Background: an optimization exercise with open tools, aiming at small area, a short achievable clock period and few clock cycles. Do not read the settings as production practice. Only simulation tests tie the RTL to the original design; equivalence was not proved.

$ cat flow/run.sh
#!/bin/bash
# synth_recipe.tcl (not shown) runs the flow's synth.tcl, then flattens the netlist and writes it again
# the make line also repeats each setting of config.mk as NAME=value (left out here)
make -C /OpenROAD-flow-scripts/flow DESIGN_CONFIG=/design/flow/config.mk WORK_HOME=/design/flow/orfs CLKGATE_MAP_FILE= SYNTH_SCRIPT=/design/flow/synth_recipe.tcl finish
$ cat flow/config.mk
export PLATFORM = sky130hd
export DESIGN_NAME = mx_frame_tx
export DESIGN_NICKNAME = mx_frame_tx
export VERILOG_FILES = /design/flow/design.v
export SDC_FILE = /design/flow/constraint.sdc
export NUM_CORES = 4
export LEC_CHECK = 0
export CAP_MARGIN = 20
export CORE_MARGIN = 2
export CORE_UTILIZATION = 40
export SLEW_MARGIN = 20
$ cat flow/constraint.sdc
create_clock -name core_clock -period 10.0 [get_ports {clk}]
set_input_delay 2.0000 -clock core_clock [delete_from_list [all_inputs] [get_ports {clk}]]
set_output_delay 2.0000 -clock core_clock [all_outputs]
set_load 0.01 [all_outputs]
$ cat flow/design.v
`timescale 1ns/1ps
module mx_frame_tx (
    input  wire       clk,
    input  wire       rst,
    input  wire       cmd_valid,
    output wire       cmd_ready,
    input  wire [7:0] cmd_len,
    input  wire       in_valid,
    output wire       in_ready,
    input  wire [7:0] in_data,
    output reg        w_valid,
    input  wire       w_ready,
    output reg  [7:0] w_data,
    output reg        w_last,
    output reg        rej
);
    localparam integer M    = 5;
    localparam integer MAXF = 160;
    localparam [7:0] SENT_END   = 8'h00;
    localparam [7:0] SENT_BEGIN = 8'h01;
    localparam [7:0] SENT_ENC   = 8'hFE;
    localparam [31:0] FNV_OFFSET = 32'h811C9DC5;
    localparam [2:0] S_IDLE   = 3'd0;
    localparam [2:0] S_LOAD   = 3'd1;
    localparam [2:0] S_BLK    = 3'd2;
    localparam [2:0] S_SENT   = 3'd3;
    localparam [2:0] S_GATHER = 3'd4;
    localparam [2:0] S_SYM    = 3'd5;
    reg [2:0]  state;
    reg [7:0]  rem;           
    reg [4:0]  sn;
    reg        first;
    reg [7:0]  pbuf [0:M-1];  
    reg [2:0]  plen;          
    reg [2:0]  pcnt;          
    reg        bin;           
    reg [7:0]  hdr;
    reg [3:0]  bi;            
    reg [31:0] hash;
    reg [23:0] gbuf;          
    reg [1:0]  gcnt;          
    reg [1:0]  sidx;          
    function [31:0] fnv_up;
        input [31:0] h;
        input [7:0]  b;
        reg   [31:0] x;
        begin
            x = h ^ {24'd0, b};
            fnv_up = x * 32'h01000193;
        end
    endfunction
    function [7:0] b64_sym;
        input [5:0] v;
        begin
            if (v < 6'd26)       b64_sym = 8'h41 + {2'b00, v};
            else if (v < 6'd52)  b64_sym = 8'h61 + {2'b00, v} - 8'd26;
            else if (v < 6'd62)  b64_sym = 8'h30 + {2'b00, v} - 8'd52;
            else if (v == 6'd62) b64_sym = 8'h2B;
            else                 b64_sym = 8'h2F;
        end
    endfunction
    function is_sent;
        input [7:0] b;
        begin
            is_sent = (b == SENT_END) || (b == SENT_BEGIN) || (b == SENT_ENC);
        end
    endfunction
    wire [3:0] blen    = {1'b0, plen} + 4'd4;
    reg  [7:0] blk_byte;
    always @(*) begin
        if (bi == 4'd0)
            blk_byte = hdr;
        else if (bi <= {1'b0, plen})
            blk_byte = pbuf[bi - 4'd1];
        else if (bi == {1'b0, plen} + 4'd1)
            blk_byte = hash[7:0];
        else if (bi == {1'b0, plen} + 4'd2)
            blk_byte = hash[15:8];
        else
            blk_byte = hash[23:16] ^ hash[31:24];
    end
    wire hashed = (bi <= {1'b0, plen});    
    reg [7:0] sym;
    always @(*) begin
        case (sidx)
        2'd0:    sym = b64_sym(gbuf[23:18]);
        2'd1:    sym = b64_sym(gbuf[17:12]);
        2'd2:    sym = (gcnt > 2'd1) ? b64_sym(gbuf[11:6]) : 8'h3D;
        default: sym = (gcnt > 2'd2) ? b64_sym(gbuf[5:0])  : 8'h3D;
        endcase
    end
    assign cmd_ready = (state == S_IDLE);
    assign in_ready  = (state == S_LOAD) && (pcnt != plen);
    wire [7:0] rem_next = rem - {5'd0, plen};
    always @(*) begin
        w_valid = 1'b0;
        w_data  = 8'd0;
        w_last  = 1'b0;
        case (state)
        S_BLK: begin
            w_valid = 1'b1;
            w_data  = blk_byte;
            w_last  = (bi == blen - 4'd1);
        end
        S_SENT: begin
            w_valid = 1'b1;
            w_data  = SENT_ENC;
        end
        S_SYM: begin
            w_valid = 1'b1;
            w_data  = sym;
            w_last  = (sidx == 2'd3) && (bi == blen);
        end
        default: ;
        endcase
    end
    always @(posedge clk) begin
        if (in_valid && in_ready)
            pbuf[pcnt] <= in_data;
    end
    always @(posedge clk) begin
        if (rst) begin
            state <= S_IDLE;
            rem   <= 8'd0;
            sn    <= 5'd0;
            first <= 1'b0;
            plen  <= 3'd0;
            pcnt  <= 3'd0;
            bin   <= 1'b0;
            hdr   <= 8'd0;
            bi    <= 4'd0;
            hash  <= FNV_OFFSET;
            gbuf  <= 24'd0;
            gcnt  <= 2'd0;
            sidx  <= 2'd0;
            rej   <= 1'b0;
        end else begin
            rej <= 1'b0;
            case (state)
            S_IDLE: begin
                if (cmd_valid) begin
                    if (cmd_len > MAXF) begin
                        rej <= 1'b1;
                    end else begin
                        rem   <= cmd_len;
                        sn    <= 5'd0;
                        first <= 1'b1;
                        plen  <= (cmd_len > M) ? M[2:0] : cmd_len[2:0];
                        pcnt  <= 3'd0;
                        bin   <= 1'b0;
                        state <= S_LOAD;
                    end
                end
            end
            S_LOAD: begin
                if (in_valid && in_ready) begin
                    pcnt <= pcnt + 3'd1;
                    if (is_sent(in_data)) bin <= 1'b1;
                end
                if (pcnt == plen) begin
                    hdr   <= {rem == {5'd0, plen}, first, bin, sn};
                    bi    <= 4'd0;
                    hash  <= FNV_OFFSET;
                    state <= bin ? S_SENT : S_BLK;
                end
            end
            S_BLK: begin
                if (w_ready) begin
                    if (hashed) hash <= fnv_up(hash, blk_byte);
                    bi <= bi + 4'd1;
                    if (bi == blen - 4'd1) begin
                        rem   <= rem_next;
                        sn    <= sn + 5'd1;
                        first <= 1'b0;
                        plen  <= (rem_next > M) ? M[2:0] : rem_next[2:0];
                        pcnt  <= 3'd0;
                        bin   <= 1'b0;
                        state <= (rem_next == 8'd0) ? S_IDLE : S_LOAD;
                    end
                end
            end
            S_SENT: begin
                if (w_ready) begin
                    gcnt  <= 2'd0;
                    gbuf  <= 24'd0;
                    state <= S_GATHER;
                end
            end
            S_GATHER: begin
                if (hashed) hash <= fnv_up(hash, blk_byte);
                case (gcnt)
                2'd0:    gbuf[23:16] <= blk_byte;
                2'd1:    gbuf[15:8]  <= blk_byte;
                default: gbuf[7:0]   <= blk_byte;
                endcase
                bi   <= bi + 4'd1;
                gcnt <= gcnt + 2'd1;
                if (gcnt == 2'd2 || bi == blen - 4'd1) begin
                    sidx  <= 2'd0;
                    state <= S_SYM;
                end
            end
            S_SYM: begin
                if (w_ready) begin
                    sidx <= sidx + 2'd1;
                    if (sidx == 2'd3) begin
                        if (bi == blen) begin
                            rem   <= rem_next;
                            sn    <= sn + 5'd1;
                            first <= 1'b0;
                            plen  <= (rem_next > M) ? M[2:0] : rem_next[2:0];
                            pcnt  <= 3'd0;
                            bin   <= 1'b0;
                            state <= (rem_next == 8'd0) ? S_IDLE : S_LOAD;
                        end else begin
                            gcnt  <= 2'd0;
                            gbuf  <= 24'd0;
                            state <= S_GATHER;
                        end
                    end
                end
            end
            default: state <= S_IDLE;
            endcase
        end
    end
endmodule
==> summary.txt <==
-- cell families after synthesis --
logic type / synth area share [%]
fa+ha+maj: 31.2
compound gates: 16.8
flops: 22.5
simple gates: 11.8
buf+inv: 8.87
xor+xnor: 6.41
mux: 2.31
-- path summary, 6_finish.rpt --
path / slack, ns / startpoint / end / cells after the start
worst min-delay path: 0.46 / hdr[1] / hdr[1] / 2
worst min register to register: 0.46 / hdr[1] / hdr[1] / 2
worst max-delay path: 1.81 / bi[0] / hash[30] / 28
worst max register to register: 1.81 / bi[0] / hash[30] / 28
-- per-layer routing --
layer  track usage (%)  vias to the layer above  wire length, um
met1              28.4                     5295            17000
met5                 0                        -                0
li1                  -                     5439                -
met4              5.52                        0              670
met3              2.50                       43             1580
met2              32.6                      243            16300
-- per-stage QoR --
step,utilization (%),instances,hold WS (ns),area (um2)
global route,44.4,2064,0.483,15300
CTS,44.3,2064,0.460,15300
floorplan,-,1589,0.436,13900
detailed placement,42.6,2032,0.451,14700
finish,44.4,2064,0.459,15300
global placement,42.6,2032,0.446,14700
-- critical path: cells and delay by family (launching register included) --
family                   cells  cell delay (ns)
adder cells (fa/ha/maj)      9             3.45
AO/OA/AOI/OAI               11             2.28
XOR/XNOR                     2             0.72
flip-flops                   1             0.68
buffers and inverters        4             0.54
AND/OR/NAND/NOR              2             0.38
-- cells in the final DEF, fill, tap and decap left out, types with 32 or more instances in the layout --
cell type	count
ha_1	228
xor2_1	38
dfxtp_1	97
xnor2_1	54
a22oi_1	35
nand2_1	116
a21oi_1	98
edfxtp_1	40
nor2_1	116
inv_1	260
fa_1	75
clkdlybuf4s50_1	32
o21ai_0	62
-- registers in the layout (all words and copies together) (netlist names) --
name and flops:
state 3, plen 3, bi 4, gcnt 2, rem 8, bin 1
rej 1, pbuf 40, gbuf 24, sn 5, first 1, hash 32
sidx 2, hdr 8, pcnt 3
-- layout make-up --
type,count,share of cell area [%]
multi-input combinational,1134,62.6
sequential,137,20.6
inverter,260,6.39
tap,455,3.72
clock buffer,18,2.95
timing repair buffer,46,2.77
clock inverter,14,0.982
-- cells in the mapped netlist (9+ instances only) --
| master | n |
|---|---|
| inv_1 | 260 |
| ha_1 | 228 |
| nand2_1 | 116 |
| nor2_1 | 116 |
| a21oi_1 | 98 |
| dfxtp_1 | 97 |
| fa_1 | 75 |
| o21ai_0 | 63 |
| xnor2_1 | 54 |
| clkbuf_1 | 45 |
| edfxtp_1 | 40 |
| xor2_1 | 38 |
| a22oi_1 | 35 |
| nor3_1 | 25 |
| nand3_1 | 22 |
| a21o_1 | 21 |
| a31oi_1 | 19 |
| a211oi_1 | 18 |
| nand2b_1 | 15 |
| o21ai_1 | 11 |
| o22ai_1 | 11 |
| a22o_1 | 10 |
| mux2i_1 | 10 |
| o211ai_1 | 9 |
| o21ai_2 | 9 |
==> metrics.md <==
| Metric | Value |
|---|---|
| Outcome | finished clean |
| Cell mode on critical path | ha_1 |
| Post-CTS sizing | 0 |
| Average size of a mapped cell | slightly below 9 um2 |
| Largest net degree at the start of global routing | a little over 80 |
| Sequential fraction of the synthesis area | ~23% |
| Root Buffer | clkbuf_16 |
| Critical Path RT | ~10 ns |
| Worst slew pin tran | 0.950 ns |
| Final wirelength | approximately 36 mm |
| Clock skew | approximately 0.012 ns |
| Initial Util | between 40% and 50% |
| Critical Path Sink Type | register |
| DIE WIDTH | between 150 and 200 um |
| Nets | around 1900 |
| Worst path setup slack after routing | between 1.5 and 2 ns |
| First-pass GRT wire length | around 58 mm |
| CP max-delay cell | dfxtp_1 |
| DRC | 0 |
| CTS tree | built |
| Ys flop type | dfxtp_1 |
| Syn-to-layout area delta | 9.66% |
| Setup TNS | 0 ns |
| DRT iter0 DRCs | just under 700 |
| Final setup viols | 0 |
| Synth warnings | 1 |
| Critical path startpoint category | register |
| Final hold viol count | 0 |
| Number of buffers on the longest clock path | 2 |
| # rows | 68 |
| Critical path class | reg2reg |
| Pre-antenna DRT Iters | 5 |
| CTS Buf Count | 17 |
| Vias in the first global route | 10800 |
| CTS Sinks | about 140 |
| Share of post-route cells with drive strength above 1 | under 10% |
| Synth area leaders | ha_1, dfxtp_1, fa_1 |
| Postcts setup bufs | 0 |
| Slew headroom | around 36% |
| Reg area | around 0.0031 mm2 |
| Core ar. | roughly 0.034 mm2 |
| CTS clk-pin slew, worst paths | 0.07 ns |
| HPWL Detailed | 27.7 mm |
| Mapped Area | between 0.01 and 0.015 mm2 |
| Synthesized Nets | 1913 |
| Multi-input logic area | ~0.0096 mm2 |
| All-Layer GR Usage | 20.2% |
| Die area | 0.0364 mm2 |
| Post-synth EDFFs | 40 |
| Via count | around 11000 |
| Max Fclk | 122 MHz |
| Placer Congestion | 0.896 |
| Cell type with the largest total area after synthesis | ha_1 |
| H-tree depth | 4 |
| Synth top area share | 20.5% |
| Die Span Y | 191 um |
| Vias per cell | about 5.3 |
| Max incr delay on CP | 0.68 ns |
| Antenna cells | 0 |
| Synth cell types | a little under 80 |
| Input/output buffers | 33 |
| Post-route clock period utilization | 81.9% |
| Class of the worst hold path | reg2reg |
| Minimum clock period | between 8 and 9 ns |
| Grt ovf | 0 |
| CP max FO | 17 |
| Crit path DAT | about 8.5 ns |
| RSZ-0062 raised after global routing | false |
| Final Slew Violations | 0 |
| Fraction of registers with async set or reset after synthesis | 0% |
| Antenna Nets Post-Route | 0 |
| Clk Latency, worst-skew pair | between 0.4 and 0.5 ns |
| Filler cell count | 3367 |
| Routed WL per cell | ~17 um |
| Initial antenna violation count | 0 |
| Seq cells post-synth | 137 |
| IO Pins | 34 |
| CTS hold repair buffers | 0 |
| Post-Synthesis Cells | 1589 |
| Pre-CTS setup slack | 1.79 ns |
| Max-Cap Viols | 0 |
Testbench counts, summed over its fixed seeds: cycles 43,083.

## afterwards: timing with drivers on the ports
In the flow no input, the clock included, has a driving cell. The finished layout below was timed again as built, in two steps.
Step 1, drivers: a clkbuf_16 drives clk and a buf_2 each remaining input, both assumed.
Step 2, shift: input delay + t, output delay - t, t = (earliest + latest rising clock arrival at the registers) / 2. This alone moves slack from input paths to output paths.
a / b / c = ideal / step 1 / step 2; a / b = the first two.
t, ns: 0.471
setup WS [ns]: 1.808 / 1.808 / 1.808
clock arrival spread, ns: 0.012 / 0.011
worst register clock-pin slew, ns: 0.07 / 0.07
cell pins on the clock port's net: 1
After both steps setup and hold are still met in this run. The setup slack of this run moves by 0.000 ns with the drivers and by 0.000 ns with both steps.
